What follows belongs to an exercise in optimizing a design on an open flow for small area, a short achievable clock period and few clock cycles; a production flow would make more cautious choices.
In this exercise RTL edits were held to simulation tests only and were not proved equivalent to the original.

Design snr_power, start of the top module:
module snr_power (
    input  wire        clk,
    input  wire        rst,
    input  wire        in_valid,
    output reg         in_ready,
    input  wire [63:0] in_x,
    input  wire [63:0] in_y,
    input  wire        in_last,
    output reg         out_valid,
    output reg  [63:0] out_sigpwr,
    output reg  [63:0] out_noisepwr
);
    reg  [63:0] x0;
    reg  [63:0] y0;
    reg         l0;
    reg         v0;
    reg         rst_q;
    wire accept = in_valid & in_ready;
    always @(posedge clk) begin
        x0    <= in_x;
        y0    <= in_y;
        l0    <= in_last;
        v0    <= accept & ~rst;
        rst_q <= rst;
    end
    reg  [5:1]  vp;
    reg  [5:1]  lp;
    always @(posedge clk) begin
        vp <= rst ? 5'd0 : {vp[4:1], v0};
        lp <= {lp[4:1], l0};
    end
    reg  [18:0] cnt;
    wire [18:0] cnt1 = cnt + 19'd1;
    always @(posedge clk) begin
        if (rst)
            cnt <= 19'd0;
        else if (v0)
            cnt <= l0 ? 19'd0 : cnt1;
    end
    wire [62:0] sqx;
    wire [10:0] ex_n;
    fp_sq u_sqx (
        .clk(clk), .v2(vp[2]), .a(x0[62:0]), .sn(1'b0), .si(1'b0), .result(sqx), .e3(ex_n)
    );
    wire [51:0] d2_f;
    wire [10:0] d2_x;
    wire [5:0]  d2_sh;
    wire        d2_c;
    wire        d2_pb;
    wire        d2_nan;
    wire        d2_inf;
    wire [10:0] d2_e;
    fp_subabs u_sub (
        .clk(clk), .a(y0), .b(x0), .frac(d2_f), .xe(d2_x), .sh(d2_sh), .xc(d2_c),
        .pb(d2_pb), .nan(d2_nan), .inf(d2_inf)
    );
    fp_subexp u_subx (
        .xe(d2_x), .sh(d2_sh), .xc(d2_c), .pb(d2_pb), .nan(d2_nan), .inf(d2_inf), .e(d2_e)
    );
    wire [62:0] sqd;
    wire [10:0] ed_n;
    fp_sq u_sqd (
        .clk(clk), .v2(vp[4]), .a({d2_e, d2_f}), .sn(d2_nan), .si(d2_inf), .result(sqd), .e3(ed_n)
    );
    wire end_x = vp[3] & lp[3];
    wire end_d = vp[5] & lp[5];
    wire [62:0] acc_x;
    wire [62:0] acc_d;
    wire [62:0] sum_x;
    wire [62:0] sum_d;
    fp_accum u_accx (
        .clk(clk), .clr(end_x | rst_q), .b(sqx), .en((ex_n == 11'd0) ? 11'd1 : ex_n),
        .acc(acc_x), .sum(sum_x)
    );
    fp_accum u_accd (
  ...
For scale: ~28000 cells after synthesis, about 260 I/O pins.
==> flow/config.mk <==
export PLATFORM = sky130hd
export DESIGN_NAME = snr_power
export DESIGN_NICKNAME = snr_power
export VERILOG_FILES = /design/flow/design.v
export SDC_FILE = /design/flow/constraint.sdc
export NUM_CORES = 8
export LEC_CHECK = 0
export ABC_AREA = 1
export CAP_MARGIN = 35
export CORE_MARGIN = 2
export CORE_UTILIZATION = 60
export SLEW_MARGIN = 35
export SYNTH_HIERARCHICAL = 1
export SYNTH_MINIMUM_KEEP_SIZE = 0
==> flow/constraint.sdc <==
create_clock -name core_clock -period 25.0 [get_ports {clk}]
set_input_delay 5.0000 -clock core_clock [delete_from_list [all_inputs] [get_ports {clk}]]
set_output_delay 5.0000 -clock core_clock [all_outputs]
set_load 0.01 [all_outputs]
standard.sh (not shown) runs the stock make flow with config.mk's settings and CLKGATE_MAP_FILE= SYNTH_SCRIPT=/design/flow/synth_recipe.tcl, a recipe that flattens the netlist after the stock synthesis.
==> flow/flow/run.sh <==
#!/bin/bash
# Layout flow: the standard flow (standard.sh, which runs the standard
# synthesis unchanged), with its timing repair asked for a setup margin so
# that it works the paths down towards a period well below the clock's, and
# the ports buffered with a plain buffer (buf_4) instead of the default pick.
# The constraints (clock, I/O delays, loads) are the design's own.
# make's full output goes to flow_make.log; ORFS keeps each step's log under
# orfs/logs.
set -euo pipefail
cd "$(dirname "$0")/.."
MARGIN=${MARGIN:-18.5}
bash standard.sh SETUP_SLACK_MARGIN="$MARGIN" TNS_END_PERCENT=100 \
    BUFFER_PORTS_ARGS="-buffer_cell sky130_fd_sc_hd__buf_4" finish > flow_make.log 2>&1
The first run completed without violations.
Testbench counts at the start, summed over its fixed seeds: cycles 25,434.
Then changed:
- CORE_UTILIZATION: 60 -> 65
The new run finished with timing, DRC and antenna clean.
Non-clock buffer count rose by 55.
Register-to-register slack is worse by 0.12 ns.
Cell area barely changes.
Sequential share of layout area is about the same.
Clock-buffer cell count came out higher by 3.
Then changed:
==> flow/flow/run.sh (replaced) <==
#!/bin/bash
# Layout flow: the standard flow (standard.sh, which runs the standard
# synthesis unchanged), with its timing repair asked for a setup margin so
# that it works the paths down towards a period well below the clock's.
# The constraints (clock, I/O delays, loads) are the design's own.
# make's full output goes to flow_make.log; ORFS keeps each step's log under
# orfs/logs.
set -euo pipefail
cd "$(dirname "$0")/.."
MARGIN=${MARGIN:-18.5}
bash standard.sh SETUP_SLACK_MARGIN="$MARGIN" TNS_END_PERCENT=100 finish > flow_make.log 2>&1
- CORE_UTILIZATION: 65 -> 60
- CTS_CLUSTER_DIAMETER: not set -> 80
- CTS_CLUSTER_SIZE: not set -> 30
Hold slack gains 0.022 ns.
Cell count is higher by 0.73%.
Flip-flop and latch count stays the same.
Routed wire length goes up by 1.2%.
Global-route usage drops by 2.9 points.
Worst setup slack is better by 0.055 ns.
Core utilization decreases by 5.5 points.
Then changed:
--- a/flow/flow/run.sh
+++ b/flow/flow/run.sh
@@ -10 +10 @@
-MARGIN=${MARGIN:-18.5}
+MARGIN=${MARGIN:-19.0}
- CTS_CLUSTER_DIAMETER: 80 -> not set
- CTS_CLUSTER_SIZE: 30 -> not set
=> Clock skew rose by 0.025 ns. Cell area rose by a few percent. Setup slack improves by 0.0092 ns. Utilization rose by 3.0 points.
Then changed:
--- a/flow/flow/run.sh
+++ b/flow/flow/run.sh
@@ -10 +10 @@
-MARGIN=${MARGIN:-19.0}
+MARGIN=${MARGIN:-18.5}
Clock skew stays flat. Core utilization falls by 2.3 points. Via count shrinks slightly. Setup slack degrades by 0.013 ns. Die area does not change. Wire length came out lower by a few percent.

snr_power, a different RTL version from the one above (not shown whole).
Size in the first run: about 28000 cells after synthesis, roughly 260 I/O pins, roughly 200000 um^2 of cells after synthesis.
==> flow/design.v (excerpt) <==
module snr_power (
    input  wire        clk,
    input  wire        rst,
    input  wire        in_valid,
    output reg         in_ready,
    input  wire [63:0] in_x,
    input  wire [63:0] in_y,
    input  wire        in_last,
    output reg         out_valid,
    output wire [63:0] out_sigpwr,
    output wire [63:0] out_noisepwr
);
export LEC_CHECK = 0
export ABC_AREA = 1
export CAP_MARGIN = 35
export CORE_MARGIN = 2
export CORE_UTILIZATION = 60
export SLEW_MARGIN = 35
export SYNTH_HIERARCHICAL = 1
export SYNTH_MINIMUM_KEEP_SIZE = 0
create_clock -name core_clock -period 25.0 [get_ports {clk}]
==> flow/flow/run.sh <==
#!/bin/bash
# Layout flow: the standard flow (standard.sh, which runs the standard
# synthesis unchanged), with its timing repair asked for a setup margin so
# that it works the paths down towards a period well below the clock's, and
# the ports buffered with a plain buffer (buf_4) instead of the default pick.
# The constraints (clock, I/O delays, loads) are the design's own.
# make's full output goes to flow_make.log; ORFS keeps each step's log under
# orfs/logs.
set -euo pipefail
cd "$(dirname "$0")/.."
MARGIN=${MARGIN:-18.5}
bash standard.sh SETUP_SLACK_MARGIN="$MARGIN" TNS_END_PERCENT=100 \
    BUFFER_PORTS_ARGS="-buffer_cell sky130_fd_sc_hd__buf_4" finish > flow_make.log 2>&1
Testbench counts at the start, summed over its fixed seeds: cycles 25,426.
Change:
==> flow/flow/run.sh (replaced) <==
#!/bin/bash
# Layout flow: the standard flow (standard.sh, which runs the standard
# synthesis unchanged), with its timing repair asked for a setup margin so
# that it works the paths down towards a period well below the clock's.
# The constraints (clock, I/O delays, loads) are the design's own.
# make's full output goes to flow_make.log; ORFS keeps each step's log under
# orfs/logs.
set -euo pipefail
cd "$(dirname "$0")/.."
MARGIN=${MARGIN:-18.5}
bash standard.sh SETUP_SLACK_MARGIN="$MARGIN" TNS_END_PERCENT=100 finish > flow_make.log 2>&1
CORE_UTILIZATION = 70   (was 60)
What happened: With this change the flow stopped in global routing (5_1_grt), error GRT-0116. Synthesized area is unchanged. Synthesized cell count stays the same.
Change:
CAP_MARGIN = 20   (was 35)
CORE_UTILIZATION = 60   (was 70)
SLEW_MARGIN = 20   (was 35)
=>
- With this change the flow completed with no timing, DRC or antenna violations
- area after synthesis stays the same
- synthesized cell count stays the same
Change:
CAP_MARGIN = 35   (was 20)
SLEW_MARGIN = 35   (was 20)
What happened: Worst setup slack loses 13 ps. Clock skew climbs by 18 ps. Maximum frequency barely changes. Sequential share of layout area hardly moves. Utilization drops by 0.41 points. Via count drops by 0.73%. Count of clock-buffer cells in the layout drops by 10.

[afterwards: timing with drivers on the ports]
How much do the figures lean on ideal ports? The routed layouts below were timed once more, with nothing changed but the port constraints. Step 1, drivers: a clkbuf_16 drives clk and a buf_2 each remaining input, both assumed. Step 2, shift: input delay + t, output delay - t, t = (earliest + latest rising clock arrival at the registers) / 2. This alone moves slack from input paths to output paths. a / b / c = ideal / step 1 / step 2; a / b = the first two.
run	t, ns	slack for setup (ns)	worst setup path at the end
the first run of note 1	1.046	18.551 / 18.429 / 18.609	register to register
the second run of note 1	1.042	18.492 / 18.439 / 18.492	register to register
the third run of note 1	1.029	18.547 / 18.433 / 18.547	register to register
the fourth run of note 1	1.046	18.556 / 18.438 / 18.735	register to register
the fifth run of note 1	1.040	18.543 / 18.427 / 18.618	register to register
the first run of note 2	0.994	18.385 / 18.270 / 18.586	register to register
the third run of note 2	1.018	18.391 / 18.270 / 18.474	register to register
the fourth run of note 2	1.020	18.378 / 18.260 / 18.528	register to register
After both steps setup and hold are still met in every run listed.
